This design comes from an exercise in tuning for small area on the open sky130 flow, not from production work.
At most, simulation tests tie the RTL to the original design; equivalence was not proved.
Power and IR drop assume default switching activity.

==> 07-04 <==
Design gasm_core, start of the top module:
module gasm_core #(
    parameter [31:0] OUT_ADDR        = 32'h0000_FF00,
    parameter [31:0] KBD_DATA_ADDR   = 32'h0000_FF04,
    parameter [31:0] KBD_STATUS_ADDR = 32'h0000_FF08,
    parameter [31:0] STACK_LO        = 32'h0000_E000,
    parameter [31:0] STACK_HI        = 32'h0000_F000
) (
    input  wire        clk,
    input  wire        rst,
    input  wire [31:0] entry,
    output reg         mem_valid,
    output reg         mem_we,
    output reg  [3:0]  mem_wstrb,
    output reg  [31:0] mem_addr,
    output reg  [31:0] mem_wdata,
    input  wire [31:0] mem_rdata,
    input  wire        mem_ready,
    output wire        boundary,
    input  wire        timer_tick,
    input  wire        kbd_valid,
    input  wire [7:0]  kbd_char,
    output reg         kbd_ack,
    output reg         out_valid,
    output reg  [7:0]  out_byte,
    output reg         halted,
    output reg         faulted,
    output reg  [2:0]  fault_reason,
    output reg  [31:0] fault_value
);
==> flow/config.mk <==
export PLATFORM = sky130hd
export DESIGN_NAME = gasm_core
export DESIGN_NICKNAME = gasm_core
export VERILOG_FILES = /design/flow/design.v
export SDC_FILE = /design/flow/constraint.sdc
export NUM_CORES = 4
export LEC_CHECK = 0
export ABC_AREA = 1
export CAP_MARGIN = 20
export CORE_MARGIN = 2
export CORE_UTILIZATION = 30
export GPL_ROUTABILITY_DRIVEN = 1
export PLACE_DENSITY = 0.45
export SLEW_MARGIN = 20
==> flow/constraint.sdc <==
create_clock -name core_clock -period 20.0 [get_ports {clk}]
set_input_delay 4.0000 -clock core_clock [delete_from_list [all_inputs] [get_ports {clk}]]
set_output_delay 4.0000 -clock core_clock [all_outputs]
set_load 0.01 [all_outputs]
standard.sh (not shown) runs the stock make flow with config.mk's settings and CLKGATE_MAP_FILE= SYNTH_SCRIPT=/design/flow/synth_recipe.tcl, a recipe that flattens the netlist after the stock synthesis.
==> flow/flow/run.sh <==
#!/bin/bash
# Standard ORFS layout, with two changes to how it is built:
#  - ports are buffered with the smallest buffer (sky130_fd_sc_hd__buf_1)
#  - the clock tree uses clkbuf_8 leaf clusters of at most 20 sinks and no dummy loads
set -euo pipefail
export BUFFER_PORTS_ARGS="-buffer_cell sky130_fd_sc_hd__buf_1"
export CTS_ARGS="-sink_clustering_enable -repair_clock_nets -dont_use_dummy_load -buf_list sky130_fd_sc_hd__clkbuf_8 -sink_clustering_size 30"
bash standard.sh > standard_flow.log 2>&1
==> inputs of 08-26, as changes to 07-04 <==
==> flow/run.sh (new file) <==
#!/bin/bash
# synth_recipe.tcl (not shown) runs the flow's synth.tcl, then flattens the netlist and writes it again
# the make line also repeats each setting of config.mk as NAME=value (left out here)
make -C /OpenROAD-flow-scripts/flow DESIGN_CONFIG=/design/flow/config.mk WORK_HOME=/design/flow/orfs CLKGATE_MAP_FILE= SYNTH_SCRIPT=/design/flow/synth_recipe.tcl finish
CTS_BUF_LIST = sky130_fd_sc_hd__clkbuf_8   (was default)
CTS_CLUSTER_SIZE = 20   (was default)
removed: flow/flow/run.sh
removed: flow/standard.sh
==> inputs of 03-21, as changes to 07-04 <==
--- a/flow/design.v
+++ b/flow/design.v
@@ -19,15 +19,15 @@
     input  wire        timer_tick,
     input  wire        kbd_valid,
     input  wire [7:0]  kbd_char,
     output reg         kbd_ack,
     output reg         out_valid,
     output reg  [7:0]  out_byte,
-    output reg         halted,
-    output reg         faulted,
-    output reg  [2:0]  fault_reason,
+    output wire        halted,
+    output wire        faulted,
+    output wire [2:0]  fault_reason,
     output reg  [31:0] fault_value
 );
     localparam [4:0] S_INIT  = 5'd0,    
                      S_FETCH = 5'd1,    
                      S_DEC   = 5'd2,    
                      S_EX    = 5'd3,    
@@ -42,13 +42,14 @@
                      S_K3    = 5'd12,
                      S_E1    = 5'd13,   
                      S_EW1   = 5'd14,
                      S_E2    = 5'd15,   
                      S_EW2   = 5'd16,
                      S_FP    = 5'd17,   
-                     S_STOP  = 5'd18;
+                     S_HALT  = 5'd18,   
+                     S_FSTOP = 5'd19;   
     localparam [2:0] FK_OP = 3'd0, FK_CSRA = 3'd1, FK_CSRB = 3'd2, FK_DIV = 3'd3,
                      FK_ENT = 3'd4, FK_RA = 3'd5, FK_RB = 3'd6;
     localparam [3:0] W_ADD = 4'd0, W_LOG = 4'd1, W_CSRB = 4'd2, W_CSROR = 4'd3,
                      W_RB = 4'd4, W_RC = 4'd5, W_MDR = 4'd6, W_MUL = 4'd7,
                      W_DIV = 4'd8, W_SHL = 4'd9, W_HND = 4'd10, W_CAUSE = 4'd11,
                      W_FV = 4'd12;
@@ -59,28 +60,33 @@
     reg [4:0]  state;
     reg [2:0]  step;
     reg [4:0]  ph;
     reg        busy;
     reg [511:0] gpr;           
     reg [31:0]  psw, hnd, cau;
-    reg [31:0]  ir, mar, mdr, t;
+    reg [31:0]  ir, mar, mdr;
+    reg [19:0]  th;            
+    wire [31:0] t = {th, ir[11:0]};
     reg         m32;
     reg        pcw;            
     reg        bnd_ent;        
-    reg [2:0]  ecause;
+    reg        kb;             
+    reg        slt;            
+    wire [2:0] ecause = {!bnd_ent, bnd_ent, bnd_ent & kb};
     reg [2:0]  fpk;
-    reg        cond;
     reg        tr_s, i_s;      
     reg        push_ok, entry_ok;
     reg        ge4_r, ge8_r, le4_r;
     reg        lt_r, gt_r;     
     reg        zr;
-    reg        f1, f2, f3;
+    reg        f1, f2, f3;     
+    wire       cond = f3;
+    wire       cf = f3;
+    wire       seen_t = f3;
     reg        sb, sc, ovf;
-    reg        seen_m, seen_t;
-    reg        cf;
+    reg        seen_m;
     reg        c1, c2, c3, c4;
     wire ph0  = (ph == 5'd0);
     wire ph31 = (ph == 5'd31);
     wire [7:0] op = ir[31:24];
     wire [3:0] fa = ir[23:20];
     wire [3:0] fb = ir[19:16];
@@ -526,12 +532,17 @@
     wire xfer = mem_valid && mem_ready;
     always @(*) begin
         out_valid = (state == S_POLLR) && mem_ready && (mem_rdata[7:0] != 8'd0);
         out_byte  = mem_rdata[7:0];
     end
     assign boundary = (state == S_BND);
+    assign halted  = (state == S_HALT);
+    assign faulted = (state == S_FSTOP);
+    assign fault_reason = (fpk == FK_OP) ? 3'd5 :
+                          (fpk == FK_CSRA || fpk == FK_CSRB) ? 3'd6 :
+                          (fpk == FK_DIV) ? 3'd2 : (slt ? 3'd3 : 3'd4);
     wire t_take = timer_tick && tr_s && !i_s;
     wire k_del  = kbd_valid && !i_s && !t_take;
     always @(*) begin
         kbd_ack = (state == S_BND) && kbd_valid && (i_s || entry_ok);
         fault_value = mar;
         if (faulted && fpk == FK_OP)
@@ -569,22 +580,24 @@
         if (mul_it)
             m32 <= pa_s32;
         else if (state == S_DEC)
             m32 <= 1'b0;
         if (state == S_FETCH && xfer)
             ir <= {mem_rdata[7:0], mem_rdata[15:8], mem_rdata[23:16], mem_rdata[31:24]};
+        else if (t_sh)
+            ir[11:0] <= {th[0], ir[11:1]};
         if ((state == S_MR || state == S_K2) && xfer)
             mdr <= mem_rdata;
         else if (state == S_BND)
             mdr <= {24'd0, kbd_char};
         else if (div_it)
             mdr <= {mdr[30:0], ~pa_sum[31]};
         else if (mdr_sh)
             mdr <= {mdrin, mdr[31:1]};
         if (t_sh)
-            t <= {tin, t[31:1]};
+            th <= {tin, th[19:1]};
         if (act && state == S_EX) begin
             if (o_div && step == 3'd0) begin
                 f1 <= f1_in & (s_rb == ph31);           
                 f2 <= f2_in & s_rc;                     
                 f3 <= f3_in & ~s_rc;                    
                 if (ph31) begin
@@ -592,13 +605,13 @@
                     sb  <= s_rb;
                     sc  <= s_rc;
                 end
             end
             if (o_div && step == 3'd1) begin
                 seen_m <= (ph0 ? 1'b0 : seen_m) | mdr[0];
-                seen_t <= (ph0 ? 1'b0 : seen_t) | t[0];
+                f3 <= (ph0 ? 1'b0 : f3) | t[0];
             end
             if (o_div && step == 3'd3)
                 seen_m <= (ph0 ? 1'b0 : seen_m) | mdr[0];
             if (o_mul && step == 3'd2) begin
                 f1 <= f1_in & ~mar[0];
                 f2 <= f2_in & mar[0];
@@ -606,32 +619,29 @@
             if ((o_shl || o_shr) && step == 3'd0) begin
                 f1 <= (ph0 ? 1'b0 : f1) | (s_rc & (ph >= 5'd5));
                 f2 <= (ph0 ? 1'b0 : f2) | (s_rc & (ph >= 5'd6));
             end
             if (o_shr && step == 3'd1) begin
                 if (f1 | ph_lt_n)
-                    cf <= mdr[0];
+                    f3 <= mdr[0];
                 else if (ph0)
-                    cf <= 1'b0;
+                    f3 <= 1'b0;
             end
         end
         if (state == S_DEC)
-            cond <= 1'b1;
+            f3 <= 1'b1;
         else if (act && state == S_EX && (o_bcc || o_bccm) && step == 3'd0 && ph31)
-            cond <= cond_n;
+            f3 <= cond_n;
     end
     always @(posedge clk) begin
         if (rst) begin
             ph       <= 5'd0;
             busy     <= 1'b0;
             state    <= S_INIT;
             step     <= 3'd0;
             mar      <= entry;
-            halted   <= 1'b0;
-            faulted  <= 1'b0;
-            fault_reason <= 3'd0;
             pcw      <= 1'b0;
             bnd_ent  <= 1'b0;
         end else begin
             ph   <= ph + 5'd1;
             busy <= act && !ph31;
             if (wr15) pcw <= 1'b1;
@@ -654,18 +664,18 @@
                         fpk <= FK_OP; state <= S_FP;
                     end else if (((o_csrwr || o_csrld || o_csrpop || o_csror) && fa_bad)) begin
                         fpk <= FK_CSRA; state <= S_FP;
                     end else if ((o_csrrd || o_csror) && fb_bad) begin
                         fpk <= FK_CSRB; state <= S_FP;
                     end else if (o_halt) begin
-                        halted <= 1'b1; state <= S_STOP;
+                        state <= S_HALT;
                     end else if (o_int) begin
                         if (!entry_ok) begin
                             fpk <= FK_ENT; state <= S_FP;
                         end else begin
-                            ecause <= 3'd4; state <= S_E1;
+                            state <= S_E1;
                         end
                     end else if ((o_call || o_callm) && !push_ok) begin
                         fpk <= FK_ENT; state <= S_FP;
                     end else if (o_xchg && fb == fc) begin
                         state <= S_PCF;
                     end else begin
@@ -736,15 +746,15 @@
                 S_POLLW:
                     if (xfer) state <= S_BND;
                 S_BND: begin
                     if ((t_take || k_del) && !entry_ok) begin
                         fpk <= FK_ENT; step <= 3'd0; state <= S_FP;
                     end else if (t_take) begin
-                        bnd_ent <= 1'b1; ecause <= 3'd2; state <= S_E1;
+                        bnd_ent <= 1'b1; kb <= 1'b0; state <= S_E1;
                     end else if (k_del) begin
-                        bnd_ent <= 1'b1; ecause <= 3'd3; state <= S_K1;
+                        bnd_ent <= 1'b1; kb <= 1'b1; state <= S_K1;
                     end else
                         state <= S_FETCH;
                 end
                 S_K1: if (xfer) state <= S_K2;
                 S_K2: if (xfer) state <= S_K3;
                 S_K3: if (xfer) state <= S_E1;
@@ -754,20 +764,14 @@
                 S_EW2: if (xfer) state <= S_PCF;
                 S_FP:
                     if (pass_end) begin
                         if (fpk == FK_ENT && step == 3'd0 && !chk_bad)
                             step <= 3'd1;
                         else begin
-                            faulted <= 1'b1;
-                            state   <= S_STOP;
-                            case (fpk)
-                                FK_OP:   fault_reason <= 3'd5;
-                                FK_CSRA, FK_CSRB: fault_reason <= 3'd6;
-                                FK_DIV:  fault_reason <= 3'd2;
-                                default: fault_reason <= lt_n ? 3'd3 : 3'd4;
-                            endcase
+                            state   <= S_FSTOP;
+                            slt     <= lt_n;
                         end
                     end
                 default: ;    
             endcase
         end
     end
==> flow/flow/run.sh (replaced) <==
#!/bin/bash
# Standard ORFS layout, with three changes to how it is built:
#  - after the standard synthesis, the combinational logic between the registers is
#    re-mapped with an area-oriented ABC script (flow/remap.abc); the registers,
#    their names and cell types, and the ports are left as the standard synthesis made them
#  - ports are buffered with the smallest buffer (sky130_fd_sc_hd__buf_1)
#  - the clock tree uses clkbuf_4 leaf clusters of at most 9 sinks within 60 um, and no dummy loads
set -euo pipefail
export BUFFER_PORTS_ARGS="-buffer_cell sky130_fd_sc_hd__buf_1"
export CTS_ARGS="-sink_clustering_enable -repair_clock_nets -dont_use_dummy_load -buf_list sky130_fd_sc_hd__clkbuf_4 -sink_clustering_size 9 -sink_clustering_max_diameter 60 -sink_buffer_max_cap_derate 1.0"

HERE=$PWD
RES=$HERE/orfs/results/$FLOW_PLATFORM/gasm_core/base
LIB=$FLOW_HOME/platforms/$FLOW_PLATFORM/lib/sky130_fd_sc_hd__tt_025C_1v80.lib

# 1. standard synthesis
bash standard.sh $RES/1_2_yosys.v > synth_standard.log 2>&1
cp $RES/1_2_yosys.v $HERE/synth_standard.v

# 2. re-map the combinational logic; sequential cells stay as black boxes
SEQ=$(grep -oE "sky130_fd_sc_hd__[a-z0-9_]+" $HERE/synth_standard.v | sort -u | grep -E "__(s?e?df|dl|sdl)" | tr '\n' ' ')
DU=$(sed -n '/DONT_USE_CELLS += /,/^#/p' $FLOW_HOME/platforms/$FLOW_PLATFORM/config.mk | grep -oE "sky130_fd_sc_hd__[a-z0-9_]+" | sed 's/^/-dont_use /' | tr '\n' ' ')
cat > $HERE/remap.ys <<EOY
read_liberty -ignore_miss_func $LIB
blackbox $SEQ
read_verilog $HERE/synth_standard.v
hierarchy -top $FLOW_TOP
flatten
opt_clean
abc -script $HERE/flow/remap.abc -liberty $LIB $DU
opt_clean -purge
hilomap -singleton -hicell sky130_fd_sc_hd__conb_1 HI -locell sky130_fd_sc_hd__conb_1 LO
splitnets
opt_clean -purge
stat -liberty $LIB
write_verilog -noattr -nohex -nodec $HERE/synth_remap.v
EOY
yosys -s $HERE/remap.ys > remap.log 2>&1
cp $HERE/synth_remap.v $RES/1_2_yosys.v

# 3. the rest of the standard layout on the re-mapped netlist
bash standard.sh > standard_flow.log 2>&1
==> flow/flow/remap.abc (new file) <==
strash
&get -n
&deepsyn -T 20
&dch -f
&nf -a -R 1000
&put
==> comparison table <==
|  | 07-04 | 08-26 | 03-21 |
|---|---|---|---|
| Share of synthesized registers carrying an async set or reset | 0% | 0% | - |
| Data required time at the worst endpoint | 20.46 ns | 20.51 ns | 20.62 ns |
| Post-detailed-placement half-perimeter wirelength | 63100 µm | 64600 µm | 52900 µm |
| Setup crit end | mdr[0]$_DFFE_PP_ | mdr[0]$_DFFE_PP_ | mar[31]$_DFFE_PP_ |
| Wire length the detailed router placed on met1 | 38700 µm | 39800 µm | 35900 µm |
| Simple logic cell fraction of the synthesized area | 14.4% | 14.4% | - |
| Min Hold Slack | 0.268 ns | 0.300 ns | 0.267 ns |
| Status | complete, no violations | complete, no violations | complete, no violations |
| Crit path max fanout | 67 | 67 | 30 |
| Relative max-transition margin | 31.8% | 31.2% | 17.6% |
| Switching fraction of total power | 25.8% | 26.1% | 29.9% |
| Multi-input logic cell count | 1380 | 1380 | 1103 |
| Count of plain and timing-repair buffers | 212 | 213 | 231 |
| Share of synthesized area occupied by flip-flops and latches | 64.7% | 64.7% | - |
| Arrival time at the worst endpoint | 17.24 ns | 17.68 ns | 17.62 ns |
| Setup slack of the most critical reg-to-reg path | 3.22 ns | 2.82 ns | 2.99 ns |
| Mux cell area share after synthesis | 0% | 0% | - |
| Area of the mapped netlist | 0.0268 mm² | 0.0268 mm² | 0.0236 mm² |
| Clock transition at the registers of the reported paths | 0.06 ns | 0.07 ns | 0.11 ns |
| Worst-case clock skew | 0.0942 ns | 0.0484 ns | 0.117 ns |
The RTL of 07-04 and 08-26 was laid out without a check of its function.

==> static timing again, ports no longer ideal <==
Ports are ideal in the flow. The routed layouts listed here were re-timed in OpenROAD. Step 1 sets driving cells, clkbuf_16 on the clock port and buf_2 on the other inputs (assumed; they add their load-dependent delay and slew). Step 2 moves the port delays by t, midway between the first and last clock arrival at a register: inputs arrive t later, outputs are due t later. That takes back most of the time a late clock gives input paths. Three values: ideal, step 1, step 2; two values: the first two.
run	shift t [ns]	setup slack, ns	worst register clock-pin slew, ns	cell pins on the clock port's net
07-04	0.782	3.225 / 3.225 / 3.225	0.06 / 0.06	1
08-26	0.845	2.822 / 2.822 / 2.822	0.08 / 0.08	1
03-21	0.905	2.995 / 2.995 / 2.995	0.11 / 0.11	1
After both steps setup and hold are still met in every run listed.
